From an optimization exercise on the open Yosys and OpenROAD flow, aimed at small area; shortcuts taken in it are not production practice.
Function was checked by simulation only, so behaviour that the tests miss may differ from the original.
Power figures rest on the tool's default switching activity, not on a simulated workload.

## flow/run.sh

```bash
#!/bin/bash
# synth_recipe.tcl (not shown) runs the flow's synth.tcl, then flattens the netlist and writes it again
# the make line also repeats each setting of config.mk as NAME=value (left out here)
make -C /OpenROAD-flow-scripts/flow DESIGN_CONFIG=/design/flow/config.mk WORK_HOME=/design/flow/orfs CLKGATE_MAP_FILE= SYNTH_SCRIPT=/design/flow/synth_recipe.tcl finish
```

## flow/config.mk

```make
export PLATFORM = sky130hd
export DESIGN_NAME = xbfs
export DESIGN_NICKNAME = xbfs
export VERILOG_FILES = /design/flow/design.v
export SDC_FILE = /design/flow/constraint.sdc
export NUM_CORES = 4
export LEC_CHECK = 0
export CAP_MARGIN = 20
export CORE_MARGIN = 2
export CORE_UTILIZATION = 40
export SLEW_MARGIN = 20
```

## flow/constraint.sdc

```tcl
create_clock -name core_clock -period 10.0 [get_ports {clk}]
set_input_delay 2.0000 -clock core_clock [delete_from_list [all_inputs] [get_ports {clk}]]
set_output_delay 2.0000 -clock core_clock [all_outputs]
set_load 0.01 [all_outputs]
```

## flow/design.v

```verilog
module xbfs (
    input  wire        clk,
    input  wire        rst,           
    input  wire        cmd_valid,
    input  wire [15:0] cmd,
    input  wire [31:0] wdata,
    output reg  [31:0] rdata,
    output reg         rdata_valid,
    output wire        irq,
    output reg         frame_out,
    output reg         rec_out
);
    localparam [3:0] S_M0  = 4'd0, S_M1  = 4'd1, S_MID = 4'd2, S_LEN = 4'd3,
                     S_PAY = 4'd4, S_CKS = 4'd5, S_XLH = 4'd6, S_XLL = 4'd7,
                     S_XSK = 4'd8;
    localparam [1:0] T_H0 = 2'd0, T_H1 = 2'd1, T_H2 = 2'd2, T_VAL = 2'd3;
    localparam NB = 169;
    reg  [3:0]  fst;
    reg         sync_f;
    reg  [8:0]  fidx;
    reg  [7:0]  cur_len;
    reg  [7:0]  acc;
    reg  [16:0] skip_rem;
    reg  [7:0]  mid_r;
    reg         cksel;
    reg  [10:0] irq_en_lo;
    reg  [2:0]  irq_en_hi;
    reg  [10:0] ev_lo;                
    reg  [2:0]  ev_hi;                
    reg         lc_valid;
    reg  [3:0]  lc_code;
    reg  [31:0] cnt_discard, cnt_resync, cnt_syncloss, cnt_frame, cnt_ckerr,
                cnt_extlen;
    reg  [31:0] last_frame;
    reg         rec_pending;
    reg         rec_tr, rec_un, rec_sh, rec_lg;
    reg  [7:0]  rec_nrec;
    reg  [15:0] rec_lastunk;
    reg  [31:0] rec_seq;
    reg  [16:0] avail;
    reg  [8*NB-1:0] bank;
    reg  [6:0]  rd_idx;
    reg  [1:0]  tst;
    reg         t_stop;
    reg  [15:0] t_id;
    reg  [7:0]  t_vcnt;               
    reg  [4:0]  t_xcnt;               
    reg         p_tr, p_un, p_sh, p_lg;
    reg  [7:0]  p_nrec;
    reg  [15:0] p_lastunk;
    reg  [16:0] wk_av;
    reg  [8*NB-1:0] wk;
    wire        is_byte  = cmd_valid && (cmd[15:8] == 8'h00);
    wire        is_read  = cmd_valid && (cmd[15:7] == 9'h080);
    wire        is_write = cmd_valid && (cmd[15:7] == 9'h100);
    wire        is_bad   = cmd_valid && !(is_byte || is_read || is_write);
    wire [6:0]  idx      = cmd[6:0];
    wire [7:0]  b        = cmd[7:0];
    wire [16:0] m_id;
    assign m_id[0] = (t_id == 16'h1020);
    assign m_id[1] = (t_id == 16'h1060);
    assign m_id[2] = (t_id == 16'h1010);
    assign m_id[3] = (t_id == 16'h2030);
    assign m_id[4] = (t_id == 16'h2010);
    assign m_id[5] = (t_id == 16'h4020);
    assign m_id[6] = (t_id == 16'h4030);
    assign m_id[7] = (t_id == 16'h8020);
    assign m_id[8] = (t_id == 16'hC020);
    assign m_id[9] = (t_id == 16'h5042);
    assign m_id[10] = (t_id == 16'h5022);
    assign m_id[11] = (t_id == 16'hD012);
    assign m_id[12] = (t_id == 16'hE020);
    assign m_id[13] = (t_id == 16'h0810);
    assign m_id[14] = (t_id == 16'h3010);
    assign m_id[15] = (t_id == 16'h4010);
    assign m_id[16] = (t_id == 16'h8030);
    wire        known = |m_id;
    reg  [4:0]  lk_size;
    always @* begin
        lk_size = 5'd0;
        case (1'b1)
            m_id[0]: lk_size = 5'd2;
            m_id[1]: lk_size = 5'd4;
            m_id[2]: lk_size = 5'd11;
            m_id[3]: lk_size = 5'd12;
            m_id[4]: lk_size = 5'd16;
            m_id[5]: lk_size = 5'd12;
            m_id[6]: lk_size = 5'd12;
            m_id[7]: lk_size = 5'd12;
            m_id[8]: lk_size = 5'd12;
            m_id[9]: lk_size = 5'd12;
            m_id[10]: lk_size = 5'd6;
            m_id[11]: lk_size = 5'd18;
            m_id[12]: lk_size = 5'd4;
            m_id[13]: lk_size = 5'd4;
            m_id[14]: lk_size = 5'd4;
            m_id[15]: lk_size = 5'd12;
            m_id[16]: lk_size = 5'd16;
            default: lk_size = 5'd0;
        endcase
    end
    wire        pay_step  = is_byte && (fst == S_PAY);
    wire        len_step  = is_byte && (fst == S_LEN) && (b != 8'hFF);
    wire [7:0]  rem_here  = cur_len - fidx[7:0] + 8'd4;   
    wire [7:0]  rem_after = rem_here - 8'd1;
    wire        p_step    = pay_step && !t_stop;
    wire        val_step  = p_step && (tst == T_VAL);
    wire        x_on      = val_step && (t_xcnt != 5'd0);
    wire [16:0] wk_en     = x_on ? m_id : 17'd0;
    always @(posedge clk) begin
        if (len_step) begin
            tst       <= T_H0;
            t_stop    <= 1'b0;
            p_tr      <= 1'b0;
            p_un      <= 1'b0;
            p_sh      <= 1'b0;
            p_lg      <= 1'b0;
            p_nrec    <= 8'd0;
            p_lastunk <= 16'd0;
            wk_av     <= 17'd0;
        end else if (p_step) begin
            case (tst)
                T_H0: begin
                    if (rem_here < 8'd3) begin
                        p_tr   <= 1'b1;
                        t_stop <= 1'b1;
                    end else begin
                        t_id[15:8] <= b;
                        tst        <= T_H1;
                    end
                end
                T_H1: begin
                    t_id[7:0] <= b;
                    tst       <= T_H2;
                end
                T_H2: begin
                    p_nrec <= p_nrec + 8'd1;
                    if (b > rem_after) begin
                        p_tr   <= 1'b1;
                        t_stop <= 1'b1;
                    end else begin
                        t_vcnt <= b;
                        t_xcnt <= 5'd0;
                        if (known) begin
                            if (b < {3'd0, lk_size}) begin
                                p_sh <= 1'b1;
                            end else begin
                                if (b > {3'd0, lk_size})
                                    p_lg <= 1'b1;
                                t_xcnt <= lk_size;
                                wk_av  <= wk_av | m_id;
                            end
                        end else begin
                            p_un      <= 1'b1;
                            p_lastunk <= t_id;
                        end
                        tst <= (b == 8'd0) ? T_H0 : T_VAL;
                    end
                end
                default: begin  
                    t_vcnt <= t_vcnt - 8'd1;
                    if (t_xcnt != 5'd0)
                        t_xcnt <= t_xcnt - 5'd1;
                    if (t_vcnt == 8'd1)
                        tst <= T_H0;
                end
            endcase
        end
    end
    always @(posedge clk) begin
            if (wk_en[0]) wk[15:0] <= {b, wk[15:8]};
            if (wk_en[1]) wk[47:16] <= {b, wk[47:24]};
            if (wk_en[2]) wk[135:48] <= {b, wk[135:56]};
            if (wk_en[3]) wk[231:136] <= {b, wk[231:144]};
            if (wk_en[4]) wk[359:232] <= {b, wk[359:240]};
            if (wk_en[5]) wk[455:360] <= {b, wk[455:368]};
            if (wk_en[6]) wk[551:456] <= {b, wk[551:464]};
            if (wk_en[7]) wk[647:552] <= {b, wk[647:560]};
            if (wk_en[8]) wk[743:648] <= {b, wk[743:656]};
            if (wk_en[9]) wk[839:744] <= {b, wk[839:752]};
            if (wk_en[10]) wk[887:840] <= {b, wk[887:848]};
            if (wk_en[11]) wk[1031:888] <= {b, wk[1031:896]};
            if (wk_en[12]) wk[1063:1032] <= {b, wk[1063:1040]};
            if (wk_en[13]) wk[1095:1064] <= {b, wk[1095:1072]};
            if (wk_en[14]) wk[1127:1096] <= {b, wk[1127:1104]};
            if (wk_en[15]) wk[1223:1128] <= {b, wk[1223:1136]};
            if (wk_en[16]) wk[1351:1224] <= {b, wk[1351:1232]};
    end
    reg  [3:0]  fst_n;
    reg         sync_n;
    reg  [8:0]  fidx_n;
    reg  [7:0]  cur_len_n;
    reg  [7:0]  acc_n;
    reg  [16:0] skip_n;
    reg  [10:0] ev;                  
    reg  [2:0]  evh;                 
    reg  [1:0]  discard_inc;
    reg         inc_resync, inc_syncloss, inc_extlen, inc_frame, inc_ckerr;
    reg         commit_any, commit_ok, commit_rec;
    reg  [7:0]  ck_exp;
    reg         soft_rst;
    reg         bad_reg;
    always @* begin
        fst_n        = fst;
        sync_n       = sync_f;
        fidx_n       = fidx;
        cur_len_n    = cur_len;
        acc_n        = acc;
        skip_n       = skip_rem;
        ev           = 11'd0;
        evh          = 3'd0;
        discard_inc  = 2'd0;
        inc_resync   = 1'b0;
        inc_syncloss = 1'b0;
        inc_extlen   = 1'b0;
        inc_frame    = 1'b0;
        inc_ckerr    = 1'b0;
        commit_any   = 1'b0;
        commit_ok    = 1'b0;
        commit_rec   = 1'b0;
        ck_exp       = 8'd0 - (acc + (cksel ? 8'h00 : 8'hFF));
        soft_rst     = 1'b0;
        bad_reg      = 1'b0;
        if (is_byte) begin
            case (fst)
                S_M0: begin
                    if (b == 8'hFA) begin
                        fidx_n = 9'd1;
                        fst_n  = S_M1;
                    end else begin
                        if (sync_f) begin
                            sync_n       = 1'b0;
                            inc_syncloss = 1'b1;
                            ev[2]        = 1'b1;
                        end
                        discard_inc = 2'd1;
                        ev[3]       = 1'b1;
                    end
                end
                S_M1: begin
                    if (b == 8'hFF) begin
                        fidx_n = 9'd2;
                        acc_n  = 8'd0;
                        fst_n  = S_MID;
                        if (!sync_f) begin
                            sync_n     = 1'b1;
                            inc_resync = 1'b1;
                            evh[0]     = 1'b1;
                        end
                    end else begin
                        if (sync_f) begin
                            sync_n       = 1'b0;
                            inc_syncloss = 1'b1;
                            ev[2]        = 1'b1;
                        end
                        ev[3] = 1'b1;
                        if (b == 8'hFA) begin
                            discard_inc = 2'd1;
                            fidx_n      = 9'd1;
                            fst_n       = S_M1;
                        end else begin
                            discard_inc = 2'd2;
                            fidx_n      = 9'd0;
                            fst_n       = S_M0;
                        end
                    end
                end
                S_MID: begin
                    fidx_n = 9'd3;
                    acc_n  = acc + b;
                    fst_n  = S_LEN;
                end
                S_LEN: begin
                    if (b != 8'hFF) begin
                        fidx_n    = 9'd4;
                        acc_n     = acc + b;
                        cur_len_n = b;
                        fst_n     = (b == 8'd0) ? S_CKS : S_PAY;
                    end else begin
                        inc_extlen = 1'b1;
                        ev[1]      = 1'b1;
                        fidx_n     = 9'd0;
                        acc_n      = 8'd0;
                        fst_n      = S_XLH;
                    end
                end
                S_PAY: begin
                    fidx_n = fidx + 9'd1;
                    acc_n  = acc + b;
                    if (rem_here == 8'd1)
                        fst_n = S_CKS;
                end
                S_CKS: begin
                    commit_any = 1'b1;
                    if (b == ck_exp) begin
                        commit_ok = 1'b1;
                        inc_frame = 1'b1;
                        evh[1]    = 1'b1;
                        if (mid_r == 8'h36) begin
                            commit_rec = 1'b1;
                            evh[2]     = 1'b1;
                            ev[5]      = rec_pending;
                            ev[4]      = p_tr;
                            ev[7]      = p_un;
                            ev[6]      = p_sh;
                            ev[8]      = p_lg;
                        end
                    end else begin
                        inc_ckerr = 1'b1;
                        ev[0]     = 1'b1;
                    end
                    fidx_n    = 9'd0;
                    cur_len_n = 8'd0;
                    acc_n     = 8'd0;
                    fst_n     = S_M0;
                end
                S_XLH: begin
                    skip_n = {1'b0, b, 8'd0};
                    fst_n  = S_XLL;
                end
                S_XLL: begin
                    skip_n = {skip_rem[16:8], b} + 17'd1;
                    fst_n  = S_XSK;
                end
                S_XSK: begin
                    skip_n = skip_rem - 17'd1;
                    if (skip_rem == 17'd1)
                        fst_n = S_M0;
                end
                default: ;
            endcase
        end
        if (is_read && (idx[6] || idx[5:0] == 6'h3F))
            bad_reg = 1'b1;
        if (is_write) begin
            case (idx)
                7'd0:  soft_rst = wdata[0];
                7'd2, 7'd3, 7'd4, 7'd5, 7'd6, 7'd7, 7'd8, 7'd9, 7'd10, 7'd12: ;
                default: bad_reg = 1'b1;
            endcase
        end
        ev[10] = bad_reg;
        ev[9]  = is_bad;
    end
    wire [31:0] sw_raw = {bank[1039:1032], bank[1047:1040], bank[1055:1048], bank[1063:1056]};
    wire [31:0] sw = avail[12] ? sw_raw : 32'd0;
    wire [31:0] status_dec = {20'd0, sw[28:27], sw[26], sw[25:23], sw[22],
                              sw[21], sw[4:3], sw[2], sw[1]};
    reg  [31:0] rd_val;
    always @* begin
        case (rd_idx)
            7'd0:  rd_val = {30'd0, cksel, 1'b0};
            7'd1:  rd_val = {7'd0, fidx, cur_len, 3'd0, fst, sync_f};
            7'd2:  rd_val = {13'd0, ev_hi, 5'd0, ev_lo};
            7'd3:  rd_val = {13'd0, irq_en_hi, 5'd0, irq_en_lo};
            7'd4:  rd_val = {lc_valid, 27'd0, lc_code};
            7'd5:  rd_val = cnt_discard;
            7'd6:  rd_val = cnt_resync;
            7'd7:  rd_val = cnt_syncloss;
            7'd8:  rd_val = cnt_frame;
            7'd9:  rd_val = cnt_ckerr;
            7'd10: rd_val = cnt_extlen;
            7'd11: rd_val = last_frame;
            7'd12: rd_val = {rec_lastunk, rec_nrec, 3'd0, rec_lg, rec_sh,
                             rec_un, rec_tr, rec_pending};
            7'd13: rd_val = rec_seq;
            7'd14: rd_val = {15'd0, avail};
            7'd15: rd_val = status_dec;
            7'd16: rd_val = {acc, 7'd0, skip_rem};
            7'd17: rd_val = avail[0] ? {16'd0, bank[7:0], bank[15:8]} : 32'd0;
            7'd18: rd_val = avail[1] ? {bank[23:16], bank[31:24], bank[39:32], bank[47:40]} : 32'd0;
            7'd19: rd_val = avail[2] ? {bank[55:48], bank[63:56], bank[71:64], bank[79:72]} : 32'd0;
            7'd20: rd_val = avail[2] ? {bank[111:104], bank[103:96], bank[87:80], bank[95:88]} : 32'd0;
            7'd21: rd_val = avail[2] ? {8'd0, bank[135:128], bank[127:120], bank[119:112]} : 32'd0;
            7'd22: rd_val = avail[3] ? {bank[143:136], bank[151:144], bank[159:152], bank[167:160]} : 32'd0;
            7'd23: rd_val = avail[3] ? {bank[175:168], bank[183:176], bank[191:184], bank[199:192]} : 32'd0;
            7'd24: rd_val = avail[3] ? {bank[207:200], bank[215:208], bank[223:216], bank[231:224]} : 32'd0;
            7'd25: rd_val = avail[4] ? {bank[239:232], bank[247:240], bank[255:248], bank[263:256]} : 32'd0;
            7'd26: rd_val = avail[4] ? {bank[271:264], bank[279:272], bank[287:280], bank[295:288]} : 32'd0;
            7'd27: rd_val = avail[4] ? {bank[303:296], bank[311:304], bank[319:312], bank[327:320]} : 32'd0;
            7'd28: rd_val = avail[4] ? {bank[335:328], bank[343:336], bank[351:344], bank[359:352]} : 32'd0;
            7'd29: rd_val = avail[5] ? {bank[367:360], bank[375:368], bank[383:376], bank[391:384]} : 32'd0;
            7'd30: rd_val = avail[5] ? {bank[399:392], bank[407:400], bank[415:408], bank[423:416]} : 32'd0;
            7'd31: rd_val = avail[5] ? {bank[431:424], bank[439:432], bank[447:440], bank[455:448]} : 32'd0;
            7'd32: rd_val = avail[6] ? {bank[463:456], bank[471:464], bank[479:472], bank[487:480]} : 32'd0;
            7'd33: rd_val = avail[6] ? {bank[495:488], bank[503:496], bank[511:504], bank[519:512]} : 32'd0;
            7'd34: rd_val = avail[6] ? {bank[527:520], bank[535:528], bank[543:536], bank[551:544]} : 32'd0;
            7'd35: rd_val = avail[7] ? {bank[559:552], bank[567:560], bank[575:568], bank[583:576]} : 32'd0;
            7'd36: rd_val = avail[7] ? {bank[591:584], bank[599:592], bank[607:600], bank[615:608]} : 32'd0;
            7'd37: rd_val = avail[7] ? {bank[623:616], bank[631:624], bank[639:632], bank[647:640]} : 32'd0;
            7'd38: rd_val = avail[8] ? {bank[655:648], bank[663:656], bank[671:664], bank[679:672]} : 32'd0;
            7'd39: rd_val = avail[8] ? {bank[687:680], bank[695:688], bank[703:696], bank[711:704]} : 32'd0;
            7'd40: rd_val = avail[8] ? {bank[719:712], bank[727:720], bank[735:728], bank[743:736]} : 32'd0;
            7'd41: rd_val = avail[9] ? {{16{bank[783]}}, bank[783:776], bank[791:784]} : 32'd0;
            7'd42: rd_val = avail[9] ? {bank[751:744], bank[759:752], bank[767:760], bank[775:768]} : 32'd0;
            7'd43: rd_val = avail[9] ? {{16{bank[831]}}, bank[831:824], bank[839:832]} : 32'd0;
            7'd44: rd_val = avail[9] ? {bank[799:792], bank[807:800], bank[815:808], bank[823:816]} : 32'd0;
            7'd45: rd_val = avail[10] ? {{16{bank[879]}}, bank[879:872], bank[887:880]} : 32'd0;
            7'd46: rd_val = avail[10] ? {bank[847:840], bank[855:848], bank[863:856], bank[871:864]} : 32'd0;
            7'd47: rd_val = avail[11] ? {{16{bank[927]}}, bank[927:920], bank[935:928]} : 32'd0;
            7'd48: rd_val = avail[11] ? {bank[895:888], bank[903:896], bank[911:904], bank[919:912]} : 32'd0;
            7'd49: rd_val = avail[11] ? {{16{bank[975]}}, bank[975:968], bank[983:976]} : 32'd0;
            7'd50: rd_val = avail[11] ? {bank[943:936], bank[951:944], bank[959:952], bank[967:960]} : 32'd0;
            7'd51: rd_val = avail[11] ? {{16{bank[1023]}}, bank[1023:1016], bank[1031:1024]} : 32'd0;
            7'd52: rd_val = avail[11] ? {bank[991:984], bank[999:992], bank[1007:1000], bank[1015:1008]} : 32'd0;
            7'd53: rd_val = avail[12] ? {bank[1039:1032], bank[1047:1040], bank[1055:1048], bank[1063:1056]} : 32'd0;
            7'd54: rd_val = avail[13] ? {bank[1071:1064], bank[1079:1072], bank[1087:1080], bank[1095:1088]} : 32'd0;
            7'd55: rd_val = avail[14] ? {bank[1103:1096], bank[1111:1104], bank[1119:1112], bank[1127:1120]} : 32'd0;
            7'd56: rd_val = avail[15] ? {bank[1135:1128], bank[1143:1136], bank[1151:1144], bank[1159:1152]} : 32'd0;
            7'd57: rd_val = avail[15] ? {bank[1167:1160], bank[1175:1168], bank[1183:1176], bank[1191:1184]} : 32'd0;
            7'd58: rd_val = avail[15] ? {bank[1199:1192], bank[1207:1200], bank[1215:1208], bank[1223:1216]} : 32'd0;
            7'd59: rd_val = avail[16] ? {bank[1231:1224], bank[1239:1232], bank[1247:1240], bank[1255:1248]} : 32'd0;
            7'd60: rd_val = avail[16] ? {bank[1263:1256], bank[1271:1264], bank[1279:1272], bank[1287:1280]} : 32'd0;
            7'd61: rd_val = avail[16] ? {bank[1295:1288], bank[1303:1296], bank[1311:1304], bank[1319:1312]} : 32'd0;
            7'd62: rd_val = avail[16] ? {bank[1327:1320], bank[1335:1328], bank[1343:1336], bank[1351:1344]} : 32'd0;
            default: rd_val = 32'd0;
        endcase
    end
    always @* rdata = rd_val;
    reg  [3:0] ev_code;
    integer    ei;
    always @* begin
        ev_code = 4'd0;
        for (ei = 10; ei >= 0; ei = ei - 1)
            if (ev[ei])
                ev_code = ei[3:0];
    end
    assign irq = |{ev_lo & irq_en_lo, ev_hi & irq_en_hi};
    always @(posedge clk)
        if (!rst && commit_rec)
            bank <= wk;
    always @(posedge clk) begin
        rd_idx <= idx;
        if (rst) begin
            fst          <= S_M0;
            sync_f       <= 1'b0;
            fidx         <= 9'd0;
            cur_len      <= 8'd0;
            acc          <= 8'd0;
            skip_rem     <= 17'd0;
            cksel        <= 1'b0;
            irq_en_lo    <= 11'd0;
            irq_en_hi    <= 3'd0;
            ev_lo        <= 11'd0;
            ev_hi        <= 3'd0;
            lc_valid     <= 1'b0;
            lc_code      <= 4'd0;
            cnt_discard  <= 32'd0;
            cnt_resync   <= 32'd0;
            cnt_syncloss <= 32'd0;
            cnt_frame    <= 32'd0;
            cnt_ckerr    <= 32'd0;
            cnt_extlen   <= 32'd0;
            last_frame   <= 32'd0;
            rec_pending  <= 1'b0;
            rec_tr       <= 1'b0;
            rec_un       <= 1'b0;
            rec_sh       <= 1'b0;
            rec_lg       <= 1'b0;
            rec_nrec     <= 8'd0;
            rec_lastunk  <= 16'd0;
            rec_seq      <= 32'd0;
            avail        <= 17'd0;
            rdata_valid  <= 1'b0;
            frame_out    <= 1'b0;
            rec_out      <= 1'b0;
        end else begin
            rdata_valid <= is_read;
            frame_out   <= commit_ok;
            rec_out     <= commit_rec;
            fst      <= fst_n;
            sync_f   <= sync_n;
            fidx     <= fidx_n;
            cur_len  <= cur_len_n;
            acc      <= acc_n;
            skip_rem <= skip_n;
            if (is_byte && fst == S_MID)
                mid_r <= b;
            cnt_discard <= cnt_discard + {30'd0, discard_inc};
            if (inc_resync)   cnt_resync   <= cnt_resync + 32'd1;
            if (inc_syncloss) cnt_syncloss <= cnt_syncloss + 32'd1;
            if (inc_extlen)   cnt_extlen   <= cnt_extlen + 32'd1;
            if (inc_frame)    cnt_frame    <= cnt_frame + 32'd1;
            if (inc_ckerr)    cnt_ckerr    <= cnt_ckerr + 32'd1;
            if (commit_any)
                last_frame <= {ck_exp, b, cur_len, mid_r};
            if (commit_rec) begin
                avail       <= wk_av;
                rec_pending <= 1'b1;
                rec_tr      <= p_tr;
                rec_un      <= p_un;
                rec_sh      <= p_sh;
                rec_lg      <= p_lg;
                rec_nrec    <= p_nrec;
                rec_lastunk <= p_lastunk;
                rec_seq     <= rec_seq + 32'd1;
            end
            ev_lo <= ev_lo | ev;
            ev_hi <= ev_hi | evh;
            if (|ev) begin
                lc_valid <= 1'b1;
                lc_code  <= ev_code;
            end
            if (is_write) begin
                case (idx)
                    7'd0:  cksel <= wdata[1];
                    7'd2:  begin
                               ev_lo <= ev_lo & ~wdata[10:0];
                               ev_hi <= ev_hi & ~wdata[18:16];
                           end
                    7'd3:  begin
                               irq_en_lo <= wdata[10:0];
                               irq_en_hi <= wdata[18:16];
                           end
                    7'd4:  begin lc_valid <= 1'b0; lc_code <= 4'd0; end
                    7'd5:  cnt_discard  <= 32'd0;
                    7'd6:  cnt_resync   <= 32'd0;
                    7'd7:  cnt_syncloss <= 32'd0;
                    7'd8:  cnt_frame    <= 32'd0;
                    7'd9:  cnt_ckerr    <= 32'd0;
                    7'd10: cnt_extlen   <= 32'd0;
                    7'd12: if (wdata[0]) rec_pending <= 1'b0;
                    default: ;
                endcase
            end
            if (soft_rst) begin
                fst          <= S_M0;
                sync_f       <= 1'b0;
                fidx         <= 9'd0;
                cur_len      <= 8'd0;
                acc          <= 8'd0;
                skip_rem     <= 17'd0;
                ev_lo        <= 11'd0;
                ev_hi        <= 3'd0;
                lc_valid     <= 1'b0;
                lc_code      <= 4'd0;
                cnt_discard  <= 32'd0;
                cnt_resync   <= 32'd0;
                cnt_syncloss <= 32'd0;
                cnt_frame    <= 32'd0;
                cnt_ckerr    <= 32'd0;
                cnt_extlen   <= 32'd0;
                last_frame   <= 32'd0;
                rec_pending  <= 1'b0;
                rec_tr       <= 1'b0;
                rec_un       <= 1'b0;
                rec_sh       <= 1'b0;
                rec_lg       <= 1'b0;
                rec_nrec     <= 8'd0;
                rec_lastunk  <= 16'd0;
                rec_seq      <= 32'd0;
                avail        <= 17'd0;
            end
        end
    end
endmodule
```

==> run notes, run 1 <==
Layout area overhead 14.9%; CP endpoint kind output pin; Place WS 2820 ps; Post CTS Setup Buffer Count 0; ys flop type edfxtp_1; # placed instances 10700; die extent in y 540 µm; post-synthesis cell type count 90; CP arrival 6460 ps; via/cell ratio 5.99; most frequent cells in the layout edfxtp_1 (2741), nand2_1 (476), a22oi_1 (440), dfxtp_1 (436), nor2_1 (359); Critical Path RT 8000 ps; fmax 0.118 GHz; part of the cycle the worst path needs 0.846; num rows 196; Die X-Extent 540 µm; final setup margin 1540 ps; # hold bufs at CTS 0; Clock Latency Late Sink 960 ps; Post-Synth Simple-Gate Area 0.0681; sequential cell area fraction in the yosys report 0.794; largest net degree at the start of global routing 159; mux cell area share after synthesis 0.00245; total leakage power 41.2 nW; syn_nets 7132; Compound-Gate Fraction of Synth Area 0.0937; cts bufs inserted 335; xor/xnor share of the synthesized area 0.0180; GRT Total Usage 0.239; #FFs+latches synth 3181; DR pass1 iterations 10; Placer Congestion 1.01; pwr/cell area 203 mW/mm²; YS warnings 1; post-synthesis cell count 7003; Non-Filler Instances 11300; Post-synth EDFFs 2741; Cell Area, Synth 0.115 mm²; Clock Skew 62.4 ps; Avg Inst Size Synth 16.4 µm²; Hold Violations, Final 0; post-cts resize count 0; core area 0.285 mm²; fraction of layout cells with a size suffix above 1 0.108; drt wl/cell 31.5 µm; CP Launch Type register; Iter 0 DRT Violations 11900; Die ar. 0.291 mm²; TNS Setup 0 ps; final hold slack 408 ps; # port buffers 68; final WL 356000 µm; I/O Pins 87; most common cell after layout, fill and taps aside edfxtp_1; maxcap violations 0; CTS sink cnt 3181; share of the synthesized area in the top cell type 0.717; Slew @ Worst Pin 1280 ps; clk buf depth 4; cell taking the most area after synthesis edfxtp_1; Via Count 67700; antenna violations before repair 38; TritonCTS clock tree yes; hpwl dp 243000 µm; GRT overflow 0; Reg clk slew, reported paths 70 ps; Setup CP Type register to output pin; Slew headroom 0.149; largest family of logic cells by synthesized area compound AO/OA/AOI/OAI gates; htree depth 5; first-pass GRT wire length 492000 µm; Initial Utilization 0.402; Finished Core Util 0.462; RSZ-0062 raised after global routing false; largest cells by area after synthesis edfxtp_1 (72%), dfxtp_1 (7.7%), a22oi_1 (2.9%), nand2_1 (1.6%), a222oi_1 (1.5%); Slew Limit Fails 0; CTS root buffer clkbuf_16; nets 7408; vias in the first global route 64200; Adder-Cell Fraction of Synth Area 0.00877; min Tclk post-route 8460 ps; DRC Markers 0; Detail Route Antenna Nets 0; Async SR Flop Fraction 0; Final Setup Violations 0; outcome complete, no violations; HP Class register to register; worst vdd ir 210 µV; crit path max fanout 24
==> power breakdown <==
| part | switching (mW) | internal, mW |
|---|---|---|
| sequential | 0.00847 | 14.2 |
| clock | 5.04 | 7.22 |
| combinational | 0.170 | 0.0475 |
==> synth_stat cells, drive strengths merged (13+ instances only) <==
cell type  count
edfxtp      2741
nand2        478
a22oi        440
dfxtp        440
nor2         413
clkbuf       291
a21oi        225
a222oi       168
o21ai        161
nand3        146
a22o         133
xnor2        124
nand4        110
xor2         104
inv          103
nor3          82
a221oi        79
ha            74
and3          65
o22ai         53
or3           52
buf           49
nor4          45
and4          30
mux2i         27
or4           26
and2          23
nor2b         23
nand2b        20
a31oi         19
o221ai        17
a2111oi       16
a21o          16
nor4b         15
a211oi        13
==> worst max-delay path, stage by stage (launching register included) <==
cell and delay (ps):
dfxtp_1 900, nand2b_1 380, nor2_1 90, buf_4 240
and3_1 400, buf_4 310, a22oi_1 970, nand3_1 140
nor2_1 560, nand3_1 370, or4_1 590, clkdlybuf4s50_1 530
==> kinds of logic after synthesis <==
family,Yosys count
AOI/OAI and AO/OA,1452
muxes,28
xor gates and xnor gates,231
adders and majority gates,78
buffers and inverters,444
and+or+nand+nor,1589
DFF,3181
==> state kept, by name, summed over array words and instances, names as in the netlist, 32 cells and up <==
name / cells
cnt_ckerr: 32
last_frame: 32
rec_seq: 32
wk: 1352
cnt_frame: 32
cnt_discard: 32
cnt_extlen: 32
cnt_resync: 32
cnt_syncloss: 32
bank: 1352
==> cell type report <==
| cell class | instances | area (µm²) |
|---|---|---|
| well taps | 3762 | 4710 |
| multi-input cells | 3378 | 22400 |
| clock buffers | 409 | 8870 |
| clock inverters | 180 | 1840 |
| diodes | 23 | 57.6 |
| repair buffers | 279 | 2460 |
| fillers | 24200 | 153000 |
| inverters | 104 | 390 |
| flip-flops and latches | 3181 | 91100 |
==> per-layer routing <==
metal	routed length (µm)	share of wire	global-route usage	vias to the layer above
met5	116	0.00033	0	-
met1	139000	0.39	0.325	34500
li1	-	-	-	28300
met3	42900	0.12	0.0692	770
met4	19800	0.056	0.118	20
met2	154000	0.43	0.349	4103
==> per-stage QoR <==
step	area [µm²]	total power, mW
floorplan	115000	14.6
global placement	121000	14.7
detailed placement	121000	14.7
CTS	132000	26.8
global route	132000	27.4
finish	132000	26.7
==> path summary, 6_finish.rpt <==
kind                                 from         end  slack, ps  cells past startpoint
worst max-delay path            rd_idx[3]   rdata[23]       1540                     11
worst min register to register   wk[1231]  bank[1231]        410                      0
worst max register to register      cksel  bank[1023]       3890                     16
worst min-delay path             wk[1231]  bank[1231]        410                      0
==> run 2, diff against run 1 <==
--- a/flow/config.mk
+++ b/flow/config.mk
@@ -9,3 +9,6 @@
 export CORE_MARGIN = 2
-export CORE_UTILIZATION = 40
+export CORE_UTILIZATION = 65
+export CTS_BUF_LIST = sky130_fd_sc_hd__clkbuf_16
+export CTS_CLUSTER_DIAMETER = 60
+export CTS_CLUSTER_SIZE = 30
 export SLEW_MARGIN = 20
==> run notes, run 2 <==
pwr/cell area 181 mW/mm² (-11%); Async SR Flop Fraction 0 (unchanged); DR pass1 iterations 10 (unchanged); CP arrival 6360 ps (-100 ps); Via Count 66800 (-1.4%); most common cell after layout, fill and taps aside edfxtp_1; RSZ-0062 raised after global routing false; CTS root buffer clkbuf_16; syn_nets 7132 (unchanged); I/O Pins 87 (unchanged); nets 7235 (-2.3%); largest cells by area after synthesis edfxtp_1 (72%), dfxtp_1 (7.7%), a22oi_1 (2.9%), nand2_1 (1.6%), a222oi_1 (1.5%); Placer Congestion 1.01 (about the same); part of the cycle the worst path needs 0.836 (-0.00991); Largest regs bank (1352), wk (1352); cts bufs inserted 171 (-49%); # placed instances 9271 (-13%); GRT Total Usage 0.373 (+0.135); Initial Utilization 0.653 (+0.251); Post-synth EDFFs 2741 (unchanged); Non-Filler Instances 9591 (-15%); CP endpoint kind output pin; GRT overflow 0 (unchanged); Layout area overhead 8.94%; YS warnings 1 (unchanged); Max Used Layer met5; met3 wire len 42900 µm (about the same); antenna violations before repair 39 (+2.6%); final WL 337000 µm (-5.3%); drt wl/cell 35.2 µm (+12%); largest net degree at the start of global routing 165 (+3.8%); synth cell count leaders edfxtp_1 (2741), nand2_1 (477), a22oi_1 (440), dfxtp_1 (440), nor2_1 (413); Cell Area, Synth 0.115 mm² (unchanged); clk buf depth 3 (-1); Iter 0 DRT Violations 12100 (+2.0%); ys flop type edfxtp_1; die extent in y 424 µm (-21%); Critical path buffers and inverters 1 (-2); TritonCTS clock tree yes; fmax 0.120 GHz (+1.2%); total leakage power 38.8 nW (-5.7%); Clock Latency Late Sink 890 ps (-70 ps); first-pass GRT wire length 464000 µm (-5.7%); Slew Limit Fails 0 (unchanged); post-synthesis cell type count 90 (unchanged); worst vdd ir 261 µV (+24%); cell taking the most area after synthesis edfxtp_1; Slew @ Worst Pin 1320 ps (+44.3 ps); CP top delay family simple AND/OR/NAND/NOR gates; crit path max fanout 22 (-8.3%); Avg Inst Size Synth 16.4 µm² (unchanged); share of the synthesized area in the top cell type 0.717 (unchanged); post-synthesis cell count 7003 (unchanged); hpwl dp 231000 µm (-5.0%); Power, Total 22.6 mW (-15%); sequential cell area fraction in the yosys report 0.794 (unchanged); CP max stage delay 870 ps (-100 ps); post-cts resize count 0 (unchanged); Slew headroom 0.120 (-0.0296); Hold Violations, Final 0 (unchanged); Die ar. 0.180 mm² (-38%); Reg clk slew, reported paths 110 ps (+40 ps); most frequent cells in the layout edfxtp_1 (2741), nand2_1 (476), a22oi_1 (440), dfxtp_1 (438), nor2_1 (359); Die X-Extent 424 µm (-21%); min Tclk post-route 8360 ps (-99.1 ps); vias in the first global route 61500 (-4.3%); CP most frequent cell or4_1; HP Class register to register; Critical Path RT 8000 ps (about the same); fraction of layout cells with a size suffix above 1 0.0867 (-0.0216); TNS Setup 0 ps (unchanged); final hold slack 417 ps (+8.63 ps); Post CTS Setup Buffer Count 0 (unchanged); Clock Skew 63.9 ps (+1.47 ps); DRC Markers 0 (unchanged); worst path cell trace nand4bb_1 -> nor2_2 -> a22o_1 -> a221oi_1 -> nand4_1 -> or4_1 -> or4_1 -> clkdlybuf4s50_1; # hold bufs at CTS 0 (unchanged); # port buffers 68 (unchanged); num rows 154 (-21%); Setup CP Type register to output pin; Final Setup Violations 0 (unchanged); CP Launch Type register; maxcap violations 0 (unchanged); htree depth 4 (-1); via/cell ratio 6.97 (+16%); outcome complete, no violations; Finished Core Util 0.711 (+0.249); #FFs+latches synth 3181 (unchanged); crit path max-delay cell type a221oi_1; WL met1 126000 µm (-9.7%); most frequent cell after synthesis edfxtp_1; metal2 WL 148000 µm (-4.2%); core area 0.176 mm² (-38%); CTS sink cnt 3181 (unchanged); Detail Route Antenna Nets 0 (unchanged)
==> run 2: logic make-up (layout without fill, tap and decap cells) <==
family                   after synthesis  after routing  share of synthesized area
AO/OA/AOI/OAI                       1452           1452                     0.0937
multiplexers                          28             28                    0.00245
buffers and inverters                444            684                     0.0150
other                                  0              8                          0
flip-flops                          3181           3181                      0.794
XOR/XNOR                             231            231                     0.0180
adder cells (fa/ha/maj)               78             78                    0.00877
AND/OR/NAND/NOR                     1589           1589                     0.0681
==> run 2: final cells by class <==
cell class	count	area [µm²]
inverters	104	390
diodes	8	20.0
well taps	2340	2930
multi-input cells	3378	22300
clock inverters	137	1530
clock buffers	173	4330
repair buffers	270	2350
flip-flops and latches	3181	91100
fillers	11200	50700
==> run 2: path summary, 6_finish.rpt <==
path | from | to | slack, ps | cells after the start
min | wk[7] | bank[7] | 420 | 0
min reg2reg | wk[7] | bank[7] | 420 | 0
max | rd_idx[1] | rdata[14] | 1640 | 8
max reg2reg | cksel | bank[973] | 3750 | 14
==> run 2: power by group <==
group	internal, mW	switching (mW)	leakage [nW]
Clock	3.60	4.57	2.92
Sequential	14.2	0.00782	28.2
Combinational	0.0472	0.167	7.74
==> run 2: worst register-to-register path: cells and delay by family, from the launching register on <==
kind | cells | cell delay [ps]
buffers and inverters | 5 | 1670
AND/OR/NAND/NOR | 2 | 1330
adder cells (fa/ha/maj) | 3 | 1050
AO/OA/AOI/OAI | 3 | 770
flip-flops | 1 | 570
XOR/XNOR | 1 | 450
==> run 2: per-stage QoR <==
step           area (µm²)  worst slack (ps)
2_1_floorplan      115000            -14080
3_3_place_gp       119000              2770
3_5_place_dp       119000              2760
4_1_cts            125000              1820
5_1_grt            125000              1670
6_report           125000              1640
==> run 2: per-layer routing <==
metal,track usage,up-vias
met5,0,-
met4,0.188,22
met3,0.0940,693
met2,0.541,4509
met1,0.533,33700
li1,-,27900
==> run 3, diff against run 2 <==
==> flow/flow/run.sh (new file) <==
#!/bin/bash
# The standard layout, with CTS using large clkbuf_16 sink clusters and no
# dummy loads. Each tool's output is kept in a log file in this folder.
set -euo pipefail
CTS="-sink_clustering_enable -repair_clock_nets -dont_use_dummy_load"
CTS="$CTS -buf_list sky130_fd_sc_hd__clkbuf_16"
CTS="$CTS -sink_clustering_size 30 -sink_clustering_max_diameter 60"
bash standard.sh "CTS_ARGS=$CTS" finish > standard.log 2>&1
==> flow/standard.sh (new file) <==
#!/bin/bash
# synth_recipe.tcl (not shown) runs the flow's synth.tcl, then flattens the netlist and writes it again
# the make line also repeats each setting of config.mk as NAME=value (left out here)
make -C /OpenROAD-flow-scripts/flow DESIGN_CONFIG=/design/flow/config.mk WORK_HOME=/design/flow/orfs CLKGATE_MAP_FILE= SYNTH_SCRIPT=/design/flow/synth_recipe.tcl "${@:-finish}"
--- a/flow/config.mk
+++ b/flow/config.mk
@@ -10,5 +10,2 @@
 export CORE_UTILIZATION = 65
-export CTS_BUF_LIST = sky130_fd_sc_hd__clkbuf_16
-export CTS_CLUSTER_DIAMETER = 60
-export CTS_CLUSTER_SIZE = 30
 export SLEW_MARGIN = 20
removed: flow/run.sh
==> run notes, run 3 <==
largest net degree at the start of global routing 165 (unchanged); via/cell ratio 7.02 (+0.74%); Switching Power 4.06 mW (-14%); Layout area overhead 7.58%; CP Launch Type register; Non-Filler Instances 9456 (-1.4%); clk buf depth 3 (unchanged); post-cts resize count 0 (unchanged); most common cell after layout, fill and taps aside edfxtp_1; Critical Path RT 8000 ps (about the same); Iter 0 DRT Violations 12300 (+1.8%); Via Count 66400 (-0.68%); TNS Setup 0 ps (unchanged); Clock Latency Late Sink 880 ps (about the same); YS warnings 1 (unchanged); Detail Route Antenna Nets 0 (unchanged); most frequent cells in the layout edfxtp_1 (2741), nand2_1 (476), a22oi_1 (440), dfxtp_1 (438), nor2_1 (359); syn_nets 7132 (unchanged); internal cell power 17.3 mW (-3.2%); Initial Utilization 0.653 (unchanged); area of the multi-input gates 0.0223 mm² (unchanged); Avg Inst Size Synth 16.4 µm² (unchanged); CTS sink cnt 3181 (unchanged); GRT Total Usage 0.372 (-0.00160); sequential cell area fraction in the yosys report 0.794 (unchanged); most frequent cell after synthesis edfxtp_1; largest cells by area after synthesis edfxtp_1 (72%), dfxtp_1 (7.7%), a22oi_1 (2.9%), nand2_1 (1.6%), a222oi_1 (1.5%); drt wl/cell 35.6 µm (+1.1%); sw frac 0.190 (-0.0197); crit path max fanout 24 (+9.1%); fraction of layout cells with a size suffix above 1 0.0709 (-0.0158); CP arrival 6280 ps (-80 ps); hpwl dp 231000 µm (unchanged); post-synthesis cell count 7003 (unchanged); DRC Markers 0 (unchanged); core area 0.176 mm² (unchanged); Slew headroom 0.149 (+0.0290); Largest regs bank (1352), wk (1352); fill cell count 11400 (+1.6%); Setup crit start rd_idx[2]; CP endpoint kind output pin; Placer Congestion 1.01 (unchanged); worst vdd ir 203 µV (-22%); clock power share 0.325 (-0.037); Sequential Power Share 0.665 (+0.036); share of the synthesized area in the top cell type 0.717 (unchanged); GRT overflow 0 (unchanged); Post CTS Setup Buffer Count 0 (unchanged); Cell Area, Synth 0.115 mm² (unchanged); DR pass1 iterations 8 (-2); Die ar. 0.180 mm² (unchanged); fmax 0.121 GHz (+0.93%); HP Class register to register; Clock Skew 92.8 ps (+28.9 ps); Final Setup Violations 0 (unchanged); maxcap violations 0 (unchanged); TritonCTS clock tree yes; htree depth 4 (unchanged); nets 7235 (unchanged); Async SR Flop Fraction 0 (unchanged); ys flop type edfxtp_1; #FFs+latches synth 3181 (unchanged); total leakage power 38.0 nW (-2.1%); outcome complete, no violations; worst path cell trace nand4b_1 -> nor2_2 -> a222oi_1 -> o21ai_0 -> a221oi_1 -> nand4_1 -> or4_1 -> clkdlybuf4s50_1; Critical path buffers and inverters 1 (unchanged); Setup CP Type register to output pin; crit path max-delay cell type a221oi_1; Reg-to-Reg Start cksel; Post-synth EDFFs 2741 (unchanged); Slew Limit Fails 0 (unchanged); flip-flop and latch area 0.0911 mm² (unchanged); combinational share of power 0.010 (about the same); Slew @ Worst Pin 1270 ps (-53.2 ps); # hold bufs at CTS 0 (unchanged); final hold slack 392 ps (-24.8 ps); pwr/cell area 173 mW/mm² (-4.3%); I/O Pins 87 (unchanged); Reg clk slew, reported paths 100 ps (about the same); CP max stage delay 990 ps (+120 ps); RSZ-0062 raised after global routing false; cell taking the most area after synthesis edfxtp_1; Finished Core Util 0.702 (-0.00894); die extent in y 424 µm (unchanged); post-synthesis cell type count 90 (unchanged); cts bufs inserted 171 (unchanged); part of the cycle the worst path needs 0.828 (-0.00767); first-pass GRT wire length 462000 µm (-0.54%); num rows 154 (unchanged); CP top delay family simple AND/OR/NAND/NOR gates; # port buffers 68 (unchanged); Hold Violations, Final 0 (unchanged); Die X-Extent 424 µm (unchanged); min Tclk post-route 8280 ps (-76.7 ps); CTS root buffer clkbuf_16; # placed instances 9271 (unchanged); final WL 336000 µm (-0.30%); Hold Crit Start wk[7]; vias in the first global route 61100 (-0.57%); synth cell count leaders edfxtp_1 (2741), nand2_1 (477), a22oi_1 (440), dfxtp_1 (440), nor2_1 (413); antenna violations before repair 32 (-18%)
-- run 3: worst reg2reg max path: cells and delay by family (launching register included) --
family	cells	cell delay, ps
buf+inv	5	1660
simple gates	2	1310
fa+ha+maj	3	1050
compound gates	3	780
flops	1	580
xor+xnor	1	450
-- run 3: final cells by class --
| class | count | area share |
|---|---|---|
| Clock buffer | 171 | 0.0347 |
| Inverter | 104 | 0.00316 |
| Antenna cell | 12 | 0.000243 |
| Multi-Input combinational cell | 3378 | 0.181 |
| Tap cell | 2340 | 0.0237 |
| Timing Repair Buffer | 270 | 0.0190 |
| Sequential cell | 3181 | 0.738 |
-- run 3: layer usage --
metal,wire (µm),global-route usage,vias to the layer above
li1,-,-,27700
met1,126000,0.531,33600
met2,149000,0.543,4358
met3,42200,0.0934,653
met4,19300,0.179,16
met5,104,0,-
-- run 3: kinds of logic (layout without fill, tap and decap cells) --
family	after synthesis	in the layout	synth area share
flip-flops	3181	3181	0.794
AND/OR/NAND/NOR	1589	1589	0.0681
AO/OA/AOI/OAI	1452	1452	0.0937
buffers and inverters	444	545	0.0150
XOR/XNOR	231	231	0.0180
adder cells (fa/ha/maj)	78	78	0.00877
multiplexers	28	28	0.00245
other	0	12	0
-- run 3: power by group through the flow --
stage                     Combinational (mW)  Sequential, mW  Clock (mW)
after global routing                   0.216            14.2        7.41
after detailed placement               0.207            14.5           0
after CTS                              0.207            14.2        6.99
after global placement                 0.205            14.5           0
final                                  0.213            14.2        6.93
after floorplan                       0.0866            14.5           0
-- run 3: path summary, 6_finish.rpt --
kind / endpoint / slack [ps] / cells past startpoint
min reg2reg: bank[7] / 390 / 0
max reg2reg: bank[991] / 3750 / 14
min: bank[7] / 390 / 0
max: rdata[26] / 1720 / 8
-- run 3: stage by stage --
step                area, µm²  power, mW  setup slack, ps
global placement       119000       14.7             2770
detailed placement     119000       14.7             2760
finish                 123000       21.3             1720
floorplan              115000       14.6           -14080
global route           123000       21.8             1670
CTS                    123000       21.4             1860
==> run 4, diff against run 3 <==
--- a/flow/design.v
+++ b/flow/design.v
@@ -58,2 +58,54 @@
     wire [7:0]  b        = cmd[7:0];
+    function [31:0] f_inc;           
+        input [31:0] a;
+        input        ci;
+        integer      i;
+        reg          c;
+        begin
+            c = ci;
+            for (i = 0; i < 32; i = i + 1) begin
+                f_inc[i] = a[i] ^ c;
+                c        = c & a[i];
+            end
+        end
+    endfunction
+    function [31:0] f_dec;           
+        input [31:0] a;
+        input        bi;
+        integer      i;
+        reg          c;
+        begin
+            c = bi;
+            for (i = 0; i < 32; i = i + 1) begin
+                f_dec[i] = a[i] ^ c;
+                c        = c & ~a[i];
+            end
+        end
+    endfunction
+    function [7:0] f_add8;           
+        input [7:0] a;
+        input [7:0] b;
+        input       ci;
+        integer     i;
+        reg         c;
+        begin
+            c = ci;
+            for (i = 0; i < 8; i = i + 1) begin
+                f_add8[i] = a[i] ^ b[i] ^ c;
+                c         = (a[i] & b[i]) | (c & (a[i] ^ b[i]));
+            end
+        end
+    endfunction
+    function f_ge8;                  
+        input [7:0] a;
+        input [7:0] b;
+        integer     i;
+        reg         c;
+        begin
+            c = 1'b1;                
+            for (i = 0; i < 8; i = i + 1)
+                c = (a[i] & ~b[i]) | (c & (a[i] | ~b[i]));
+            f_ge8 = c;
+        end
+    endfunction
     wire [16:0] m_id;
@@ -103,4 +155,3 @@
     wire        len_step  = is_byte && (fst == S_LEN) && (b != 8'hFF);
-    wire [7:0]  rem_here  = cur_len - fidx[7:0] + 8'd4;   
-    wire [7:0]  rem_after = rem_here - 8'd1;
+    wire [7:0]  rem_here  = f_add8(cur_len, ~fidx[7:0], 1'b1) + 8'd4;   
     wire        p_step    = pay_step && !t_stop;
@@ -123,3 +174,3 @@
                 T_H0: begin
-                    if (rem_here < 8'd3) begin
+                    if (rem_here[7:2] == 6'd0 && rem_here[1:0] != 2'd3) begin
                         p_tr   <= 1'b1;
@@ -136,4 +187,4 @@
                 T_H2: begin
-                    p_nrec <= p_nrec + 8'd1;
-                    if (b > rem_after) begin
+                    p_nrec <= f_inc({24'd0, p_nrec}, 1'b1);
+                    if (f_ge8(b, rem_here)) begin
                         p_tr   <= 1'b1;
@@ -144,6 +195,6 @@
                         if (known) begin
-                            if (b < {3'd0, lk_size}) begin
+                            if (!f_ge8(b, {3'd0, lk_size})) begin
                                 p_sh <= 1'b1;
                             end else begin
-                                if (b > {3'd0, lk_size})
+                                if (b != {3'd0, lk_size})
                                     p_lg <= 1'b1;
@@ -160,5 +211,5 @@
                 default: begin  
-                    t_vcnt <= t_vcnt - 8'd1;
+                    t_vcnt <= f_dec({24'd0, t_vcnt}, 1'b1);
                     if (t_xcnt != 5'd0)
-                        t_xcnt <= t_xcnt - 5'd1;
+                        t_xcnt <= f_dec({27'd0, t_xcnt}, 1'b1);
                     if (t_vcnt == 8'd1)
@@ -220,3 +271,3 @@
         commit_rec   = 1'b0;
-        ck_exp       = 8'd0 - (acc + (cksel ? 8'h00 : 8'hFF));
+        ck_exp       = f_add8(~acc, {6'd0, ~cksel, cksel}, 1'b0);
         soft_rst     = 1'b0;
@@ -269,3 +320,3 @@
                     fidx_n = 9'd3;
-                    acc_n  = acc + b;
+                    acc_n  = f_add8(acc, b, 1'b0);
                     fst_n  = S_LEN;
@@ -275,3 +326,3 @@
                         fidx_n    = 9'd4;
-                        acc_n     = acc + b;
+                        acc_n     = f_add8(acc, b, 1'b0);
                         cur_len_n = b;
@@ -287,4 +338,4 @@
                 S_PAY: begin
-                    fidx_n = fidx + 9'd1;
-                    acc_n  = acc + b;
+                    fidx_n = f_inc({23'd0, fidx}, 1'b1);
+                    acc_n  = f_add8(acc, b, 1'b0);
                     if (rem_here == 8'd1)
@@ -321,3 +372,3 @@
                 S_XLL: begin
-                    skip_n = {skip_rem[16:8], b} + 17'd1;
+                    skip_n = f_inc({15'd0, skip_rem[16:8], b}, 1'b1);
                     fst_n  = S_XSK;
@@ -325,3 +376,3 @@
                 S_XSK: begin
-                    skip_n = skip_rem - 17'd1;
+                    skip_n = f_dec({15'd0, skip_rem}, 1'b1);
                     if (skip_rem == 17'd1)
@@ -478,8 +529,11 @@
                 mid_r <= b;
-            cnt_discard <= cnt_discard + {30'd0, discard_inc};
-            if (inc_resync)   cnt_resync   <= cnt_resync + 32'd1;
-            if (inc_syncloss) cnt_syncloss <= cnt_syncloss + 32'd1;
-            if (inc_extlen)   cnt_extlen   <= cnt_extlen + 32'd1;
-            if (inc_frame)    cnt_frame    <= cnt_frame + 32'd1;
-            if (inc_ckerr)    cnt_ckerr    <= cnt_ckerr + 32'd1;
+            cnt_discard  <= {f_inc({1'b0, cnt_discard[31:1]},
+                                   discard_inc[1] | (discard_inc[0] & cnt_discard[0])),
+                             cnt_discard[0] ^ discard_inc[0]};
+            cnt_resync   <= f_inc(cnt_resync, inc_resync);
+            cnt_syncloss <= f_inc(cnt_syncloss, inc_syncloss);
+            cnt_extlen   <= f_inc(cnt_extlen, inc_extlen);
+            cnt_frame    <= f_inc(cnt_frame, inc_frame);
+            cnt_ckerr    <= f_inc(cnt_ckerr, inc_ckerr);
+            rec_seq      <= f_inc(rec_seq, commit_rec);
             if (commit_any)
@@ -495,3 +549,2 @@
                 rec_lastunk <= p_lastunk;
-                rec_seq     <= rec_seq + 32'd1;
             end
==> run notes, run 4 <==
outcome complete, no violations; sequential cell area fraction in the yosys report 0.801 (+0.00723); Slew Limit Fails 0 (unchanged); Layout area overhead 7.88%; TritonCTS clock tree yes; die extent in y 422 µm (-0.45%); final WL 345000 µm (+2.4%); CP arrival 9910 ps (+3630 ps); post-route cell area 0.123 mm² (-0.62%); nets 7071 (-2.3%); largest cells by area after synthesis edfxtp_1 (72%), dfxtp_1 (7.7%), a22oi_1 (3.3%), ha_1 (3.0%), nand2_1 (1.4%); GRT overflow 0 (unchanged); Final Setup Violations 0 (unchanged); TNS Setup 0 ps (unchanged); vias in the first global route 58800 (-3.7%); synth cell count leaders edfxtp_1 (2741), a22oi_1 (495), dfxtp_1 (440); fraction of layout cells with a size suffix above 1 0.0829 (+0.0120); most common cell after layout, fill and taps aside edfxtp_1; Async SR Flop Fraction 0 (unchanged); Largest regs bank (1352), wk (1352); hpwl dp 241000 µm (+4.4%); Avg Inst Size Synth 17.3 µm² (+5.5%); CP Launch Type input pin; Place WS 58.4 ps (-2700 ps); crit path max fanout 5 (-79%); RSZ-0062 raised after global routing false; CTS sink cnt 3181 (unchanged); most frequent cells in the layout edfxtp_1 (2741), a22oi_1 (495), nand2_1 (437), dfxtp_1 (435), ha_1 (276); clk buf depth 3 (unchanged); maxcap violations 0 (unchanged); HP Class register to register; syn_nets 6920 (-3.0%); crit path max-delay cell type buf_2; Hold Violations, Final 0 (unchanged); Clock Latency Late Sink 880 ps (about the same); core area 0.174 mm² (-1.1%); antenna violations before repair 41 (+28%); largest net degree at the start of global routing 193 (+17%); Power, Total 21.3 mW (about the same); I/O Pins 87 (unchanged); post-synthesis cell count 6580 (-6.0%); fill cell count 11100 (-2.4%); GRT Total Usage 0.385 (+0.0134); post-cts resize count 0 (unchanged); Via Count 63800 (-3.9%); Placer Congestion 1.01 (+0.20%); most frequent cell after synthesis edfxtp_1; Critical path buffers and inverters 1 (unchanged); htree depth 4 (unchanged); Cell Area, Synth 0.114 mm² (-0.90%); CP most frequent cell ha_1; Reg clk slew, reported paths 110 ps (about the same); Die X-Extent 422 µm (-0.45%); first-pass GRT wire length 467000 µm (+1.1%); Post CTS Setup Buffer Count 0 (unchanged); Slew headroom 0.130 (-0.0183); Post-synth EDFFs 2741 (unchanged); DR pass1 iterations 9 (+1); # hold bufs at CTS 0 (unchanged); CP top delay family adder cells; CP endpoint kind register; min Tclk post-route 9200 ps (+917 ps); Slew @ Worst Pin 1300 ps (+37.2 ps); Detail Route Antenna Nets 0 (unchanged); part of the cycle the worst path needs 0.920 (+0.0917); Initial Utilization 0.654 (+0.00121); fmax 0.109 GHz (-10%); cell taking the most area after synthesis edfxtp_1; drt wl/cell 38.0 µm (+6.8%); Setup CP Type input pin to register; total leakage power 40.0 nW (+5.2%); CP max stage delay 460 ps (-530 ps); DRC Markers 0 (unchanged); share of the synthesized area in the top cell type 0.724 (+0.00653); # port buffers 68 (unchanged); post-synthesis cell type count 94 (+4.4%); via/cell ratio 7.03 (+0.20%); YS warnings 1 (unchanged); worst vdd ir 169 µV (-17%); num rows 153 (-0.65%); CTS root buffer clkbuf_16; Post-DP Area 0.118 mm² (-0.62%); Clock Skew 93.2 ps (+0.343 ps); Critical Path RT 10710 ps (+2710 ps); final setup margin 799 ps (-917 ps); ys flop type edfxtp_1; Die ar. 0.178 mm² (-0.89%); pwr/cell area 174 mW/mm² (+0.53%); Iter 0 DRT Violations 11900 (-3.1%); #FFs+latches synth 3181 (unchanged); cts bufs inserted 168 (-1.8%)
==> run 4: cell count changes after synthesis, moves of 47 or more <==
cell	before	now
and2_1	21	236
ha_1	74	276
nor2_1	413	223
xnor2_1	124	11
xor2_1	104	17
nand3_1	146	78
o21ai_0	160	93
clkbuf_1	291	226
buf_2	25	86
a22o_1	133	78
a22oi_1	440	495
a222oi_1	168	121
==> run 4: stage by stage <==
| step | hold slack [ps] | std cells | util |
|---|---|---|---|
| 2_1_floorplan | 400 | 6580 | - |
| 3_3_place_gp | 401 | 8880 | 0.681 |
| 3_5_place_dp | 405 | 8881 | 0.681 |
| 4_1_cts | 395 | 9049 | 0.705 |
| 5_1_grt | 391 | 9055 | 0.706 |
| 6_report | 399 | 9070 | 0.706 |
==> run 4: logic make-up (layout without fill, tap and decap cells) <==
family / count (synthesis) / in the layout / share of synthesized area
buf+inv: 410 / 559 / 0.0147
fa+ha+maj: 290 / 290 / 0.0327
xor+xnor: 29 / 29 / 0.00235
simple gates: 1275 / 1275 / 0.0571
mux: 51 / 51 / 0.00449
compound gates: 1344 / 1344 / 0.0873
other cells: 0 / 16 / 0
flops: 3181 / 3181 / 0.801
==> run 4: worst register-to-register path, delay by kind of cell, from the launching register on <==
family	cells	cell delay, ps
XOR/XNOR	2	300
adder cells (fa/ha/maj)	38	7210
buffers and inverters	3	160
flip-flops	1	380
AND/OR/NAND/NOR	4	940
==> run 4: area by class of cell <==
type                            instances  area, µm²  share of cell area
Antenna cell                           16       40.0            0.000326
Tap cell                             2325       2910              0.0237
Inverter                               77        289             0.00236
Clock buffer                          168       4200              0.0343
Sequential cell                      3181      91100               0.743
Timing Repair Buffer                  314       2690              0.0219
Multi-Input combinational cell       2989      21400               0.175
==> run 4: layer usage <==
layer | global-route usage | vias to the layer above | part of all wire
met5 | 0 | - | 0.00047
met2 | 0.554 | 4628 | 0.43
met1 | 0.529 | 32100 | 0.36
met4 | 0.243 | 26 | 0.078
met3 | 0.102 | 901 | 0.13
li1 | - | 26200 | -
==> run 4: final timing paths <==
check / to / start / cells past startpoint / slack, ps
max: cnt_syncloss[31] / cmd[1] / 40 / 800
min: bank[23] / wk[23] / 0 / 400
max reg2reg: cnt_ckerr[31] / acc[0] / 47 / 900
min reg2reg: bank[23] / wk[23] / 0 / 400
==> run 4: power breakdown <==
group | switching, mW | leakage [nW] | internal (mW) | total [mW]
registers | 0.0116 | 28.2 | 14.2 | 14.2
clock network | 3.86 | 2.07 | 2.99 | 6.84
logic | 0.214 | 9.76 | 0.0586 | 0.273
total | 4.08 | 40.0 | 17.2 | 21.3
==> run 5, diff against run 4 <==
--- a/flow/design.v
+++ b/flow/design.v
@@ -444,13 +444,13 @@
             7'd40: rd_val = avail[8] ? {bank[719:712], bank[727:720], bank[735:728], bank[743:736]} : 32'd0;
-            7'd41: rd_val = avail[9] ? {{16{bank[783]}}, bank[783:776], bank[791:784]} : 32'd0;
+            7'd41: rd_val = avail[9] ? {16'd0, bank[783:776], bank[791:784]} : 32'd0;
             7'd42: rd_val = avail[9] ? {bank[751:744], bank[759:752], bank[767:760], bank[775:768]} : 32'd0;
-            7'd43: rd_val = avail[9] ? {{16{bank[831]}}, bank[831:824], bank[839:832]} : 32'd0;
+            7'd43: rd_val = avail[9] ? {16'd0, bank[831:824], bank[839:832]} : 32'd0;
             7'd44: rd_val = avail[9] ? {bank[799:792], bank[807:800], bank[815:808], bank[823:816]} : 32'd0;
-            7'd45: rd_val = avail[10] ? {{16{bank[879]}}, bank[879:872], bank[887:880]} : 32'd0;
+            7'd45: rd_val = avail[10] ? {16'd0, bank[879:872], bank[887:880]} : 32'd0;
             7'd46: rd_val = avail[10] ? {bank[847:840], bank[855:848], bank[863:856], bank[871:864]} : 32'd0;
-            7'd47: rd_val = avail[11] ? {{16{bank[927]}}, bank[927:920], bank[935:928]} : 32'd0;
+            7'd47: rd_val = avail[11] ? {16'd0, bank[927:920], bank[935:928]} : 32'd0;
             7'd48: rd_val = avail[11] ? {bank[895:888], bank[903:896], bank[911:904], bank[919:912]} : 32'd0;
-            7'd49: rd_val = avail[11] ? {{16{bank[975]}}, bank[975:968], bank[983:976]} : 32'd0;
+            7'd49: rd_val = avail[11] ? {16'd0, bank[975:968], bank[983:976]} : 32'd0;
             7'd50: rd_val = avail[11] ? {bank[943:936], bank[951:944], bank[959:952], bank[967:960]} : 32'd0;
-            7'd51: rd_val = avail[11] ? {{16{bank[1023]}}, bank[1023:1016], bank[1031:1024]} : 32'd0;
+            7'd51: rd_val = avail[11] ? {16'd0, bank[1023:1016], bank[1031:1024]} : 32'd0;
             7'd52: rd_val = avail[11] ? {bank[991:984], bank[999:992], bank[1007:1000], bank[1015:1008]} : 32'd0;
@@ -469,3 +469,4 @@
     end
-    always @* rdata = rd_val;
+    wire        rd_hi = rd_idx == 7'd41 || rd_idx == 7'd43 || rd_idx == 7'd45 || rd_idx == 7'd47 || rd_idx == 7'd49 || rd_idx == 7'd51;
+    always @* rdata = {rd_hi ? {16{rd_val[15]}} : rd_val[31:16], rd_val[15:0]};
     reg  [3:0] ev_code;
--- a/flow/flow/run.sh
+++ b/flow/flow/run.sh
@@ -6,3 +6,3 @@
 CTS="$CTS -buf_list sky130_fd_sc_hd__clkbuf_16"
-CTS="$CTS -sink_clustering_size 30 -sink_clustering_max_diameter 60"
+CTS="$CTS -sink_clustering_size 24 -sink_clustering_max_diameter 60"
 bash standard.sh "CTS_ARGS=$CTS" finish > standard.log 2>&1
--- a/flow/config.mk
+++ b/flow/config.mk
@@ -9,3 +9,3 @@
 export CORE_MARGIN = 2
-export CORE_UTILIZATION = 65
+export CORE_UTILIZATION = 72
 export SLEW_MARGIN = 20
==> run notes, run 5 <==
Detail Route Antenna Nets 0 (unchanged); Cell Area, Synth 0.114 mm² (about the same); share of the synthesized area in the top cell type 0.724 (about the same); Iter 0 DRT Violations 12300 (+2.8%); fmax 0.110 GHz (+0.90%); largest cells by area after synthesis edfxtp_1 (72%), dfxtp_1 (7.8%), a22oi_1 (3.1%), ha_1 (3.0%), a222oi_1 (1.5%); drt wl/cell 38.4 µm (+1.0%); Die X-Extent 401 µm (-5.0%); final WL 336000 µm (-2.5%); CTS root buffer clkbuf_16; Initial Utilization 0.726 (+0.0716); first-pass GRT wire length 460000 µm (-1.4%); flip-flop and latch area 0.0911 mm² (about the same); CTS sink cnt 3181 (unchanged); total leakage power 39.7 nW (-0.65%); ys flop type edfxtp_1; Reg-to-Reg Start acc[0]; most common cell after layout, fill and taps aside edfxtp_1; clock power share 0.324 (+0.003); Hold Crit Start wk[361]; cts bufs inserted 172 (+2.4%); Slew Limit Fails 0 (unchanged); Die ar. 0.161 mm² (-9.7%); # hold bufs at CTS 0 (unchanged); Post CTS Setup Buffer Count 0 (unchanged); GRT Total Usage 0.417 (+0.0323); area of the multi-input gates 0.0212 mm² (-1.0%); CP endpoint kind register; clk buf depth 3 (unchanged); htree depth 4 (unchanged); pwr/cell area 175 mW/mm² (+0.64%); Slew headroom 0.142 (+0.0112); nets 7008 (-0.89%); outcome complete, no violations; #FFs+latches synth 3181 (unchanged); Layout area overhead 7.48%; crit path max fanout 4 (-1); syn_nets 6882 (-0.55%); TNS Setup 0 ps (unchanged); sequential cell area fraction in the yosys report 0.802 (about the same); Avg Inst Size Synth 17.4 µm² (+0.52%); Min-Delay Endpoint bank[361]; Slew @ Worst Pin 1280 ps (-26.7 ps); vias in the first global route 60300 (+2.4%); HP Class register to register; DR pass1 iterations 12 (+3); combinational share of power 0.012 (about the same); CP max stage delay 540 ps (+80 ps); hpwl dp 230000 µm (-4.7%); Via Count 64600 (+1.2%); internal cell power 17.3 mW (+0.36%); Setup CP Type input pin to register; largest net degree at the start of global routing 162 (-16%); part of the cycle the worst path needs 0.912 (-0.00822); num rows 145 (-5.2%); Hold Violations, Final 0 (unchanged); fill cell count 8523 (-23%); die extent in y 401 µm (-5.0%); Post-synth EDFFs 2741 (unchanged); YS warnings 1 (unchanged); fraction of layout cells with a size suffix above 1 0.0827 (-0.000266); DRC Markers 0 (unchanged); GRT overflow 0 (unchanged); Critical Path RT 10730 ps (+20 ps); r2r endpoint cnt_ckerr[31]; Clock Skew 77.2 ps (-15.9 ps); post-synthesis cell type count 99 (+5.3%); synth cell count leaders edfxtp_1 (2741), a22oi_1 (464), dfxtp_1 (440); TritonCTS clock tree yes; critical path depth 40 (unchanged); hold depth 0 (unchanged); post-synthesis cell count 6542 (-0.58%); I/O Pins 87 (unchanged); Sequential Power Share 0.665 (about the same); antenna violations before repair 48 (+17%); Largest regs bank (1352), wk (1352); sw frac 0.190 (-0.00123); # port buffers 68 (unchanged); Reg2Reg Setup Slack 1040 ps (+140 ps); Placer Congestion 1.05 (+3.6%); Post-DP Area 0.118 mm² (-0.53%); CP most frequent cell ha_1; Async SR Flop Fraction 0 (unchanged); worst vdd ir 207 µV (+22%); maxcap violations 0 (unchanged); CP arrival 9850 ps (-60 ps); Critical path buffers and inverters 1 (unchanged); CP Launch Type input pin; post-route cell area 0.122 mm² (-0.43%); worst reg-to-reg path cell count 46 (-2.1%); Reg clk slew, reported paths 90 ps (-20 ps); via/cell ratio 7.37 (+4.9%); CP top delay family adder cells; min Tclk post-route 9120 ps (-82.2 ps); core area 0.157 mm² (-9.9%); Switching Power 4.06 mW (-0.44%); Final Setup Violations 0 (unchanged); crit path max-delay cell type buf_2; most frequent cell after synthesis edfxtp_1; post-cts resize count 0 (unchanged); RSZ-0062 raised after global routing false; Clock Latency Late Sink 850 ps (-30 ps); most frequent cells in the layout edfxtp_1 (2741), a22oi_1 (464), dfxtp_1 (434), nand2_1 (398), ha_1 (276); cell taking the most area after synthesis edfxtp_1
## run 5: cell types whose count changed in the layout (fill, tap and decap cells not counted), moves of 20 or more
cell / delta
a222oi_1: +48
mux2i_1: -45
nand2_1: -39
nor2_1: -37
a22oi_1: -31
nand3_1: +27
nand4_1: -25
buf_4: -20
## run 5: through the flow
step | hold WS [ps] | power, mW | setup slack (ps) | instances | utilization
final | 375 | 21.4 | 881 | 8756 | 0.780
after global routing | 381 | 21.7 | 517 | 8724 | 0.780
after CTS | 372 | 21.3 | 977 | 8722 | 0.779
after detailed placement | 405 | 14.7 | 104 | 8550 | 0.752
after global placement | 400 | 14.7 | 152 | 8545 | 0.752
after floorplan | 400 | 14.6 | -13560 | 6542 | -
## run 5: worst register-to-register path: cells and delay by family, from the launching register on
kind | cells | cell delay [ps]
adders and majority gates | 38 | 7190
DFF | 1 | 370
AOI/OAI and AO/OA | 1 | 230
xor gates and xnor gates | 2 | 300
buffers and inverters | 3 | 160
and+or+nand+nor | 2 | 580
## run 5: routing by layer
layer / up-vias / part of all wire / global-route usage
li1: 26100 / - / -
met1: 32000 / 0.34 / 0.558
met2: 5365 / 0.43 / 0.592
met3: 1111 / 0.16 / 0.148
met4: 32 / 0.079 / 0.261
met5: - / 0.00068 / 0.0110
## run 5: final cells by class
class                   instances  share of cell area
well taps                    2058              0.0211
flip-flops and latches       3181               0.746
clock buffers                 172              0.0352
inverters                      94             0.00289
diodes                         32            0.000656
repair buffers                294              0.0206
multi-input cells            2925               0.174
## run 5: worst max-delay path by stage
| stage | startpoint | to | slack, ps |
|---|---|---|---|
| final | cmd[1] | cnt_discard[31] | 880 |
| after global routing | acc[0] | cnt_ckerr[31] | 520 |
| after CTS | cmd[1] | cnt_syncloss[31] | 980 |
| after detailed placement | cmd[1] | cnt_syncloss[31] | 100 |
| after global placement | cmd[1] | cnt_syncloss[31] | 150 |
| after floorplan | cmd[13] | bank[0] | -13560 |
## run 5: logic make-up (layout without fill, tap and decap cells)
| family | Yosys count | after routing | share of synthesized area |
|---|---|---|---|
| fa+ha+maj | 291 | 291 | 0.0329 |
| flops | 3181 | 3181 | 0.802 |
| buf+inv | 436 | 560 | 0.0161 |
| mux | 10 | 10 | 0.000925 |
| xor+xnor | 33 | 33 | 0.00266 |
| simple gates | 1230 | 1230 | 0.0561 |
| compound gates | 1361 | 1361 | 0.0896 |
| other cells | 0 | 32 | 0 |
## run 5: power by group through the flow
stage               clock network (mW)  registers, mW  logic (mW)
global route                      7.30           14.2       0.246
CTS                               6.91           14.2       0.237
floorplan                            0           14.5      0.0922
global placement                     0           14.5       0.234
finish                            6.91           14.2       0.249
detailed placement                   0           14.5       0.236

==> static timing again, ports no longer ideal <==
Ports are ideal in the flow. The routed layouts listed here were re-timed in OpenROAD. Step 1: set_driving_cell puts a clkbuf_16 on clk and a buf_2 on each other input, an assumption about the parent block. Step 2 times the ports against the registers' clock, not the clock port: input delays grow and output delays shrink by t, the midpoint of the rising clock arrivals with the driver on. Slacks: ideal ports / drivers / drivers and shift; pairs: ideal ports / drivers.
run | t (ns) | setup WS [ns]
run 1 | 1.035 | 1.540 / 1.437 / 2.473
run 2 | 0.956 | 1.639 / 1.545 / 2.501
run 3 | 0.925 | 1.716 / 1.620 / 2.546
run 4 | 0.934 | 0.799 / 0.828 / -0.106
run 5 | 0.911 | 0.881 / 0.860 / -0.052
Met with ideal ports but missed after step 2: setup timing in run 4 and run 5.
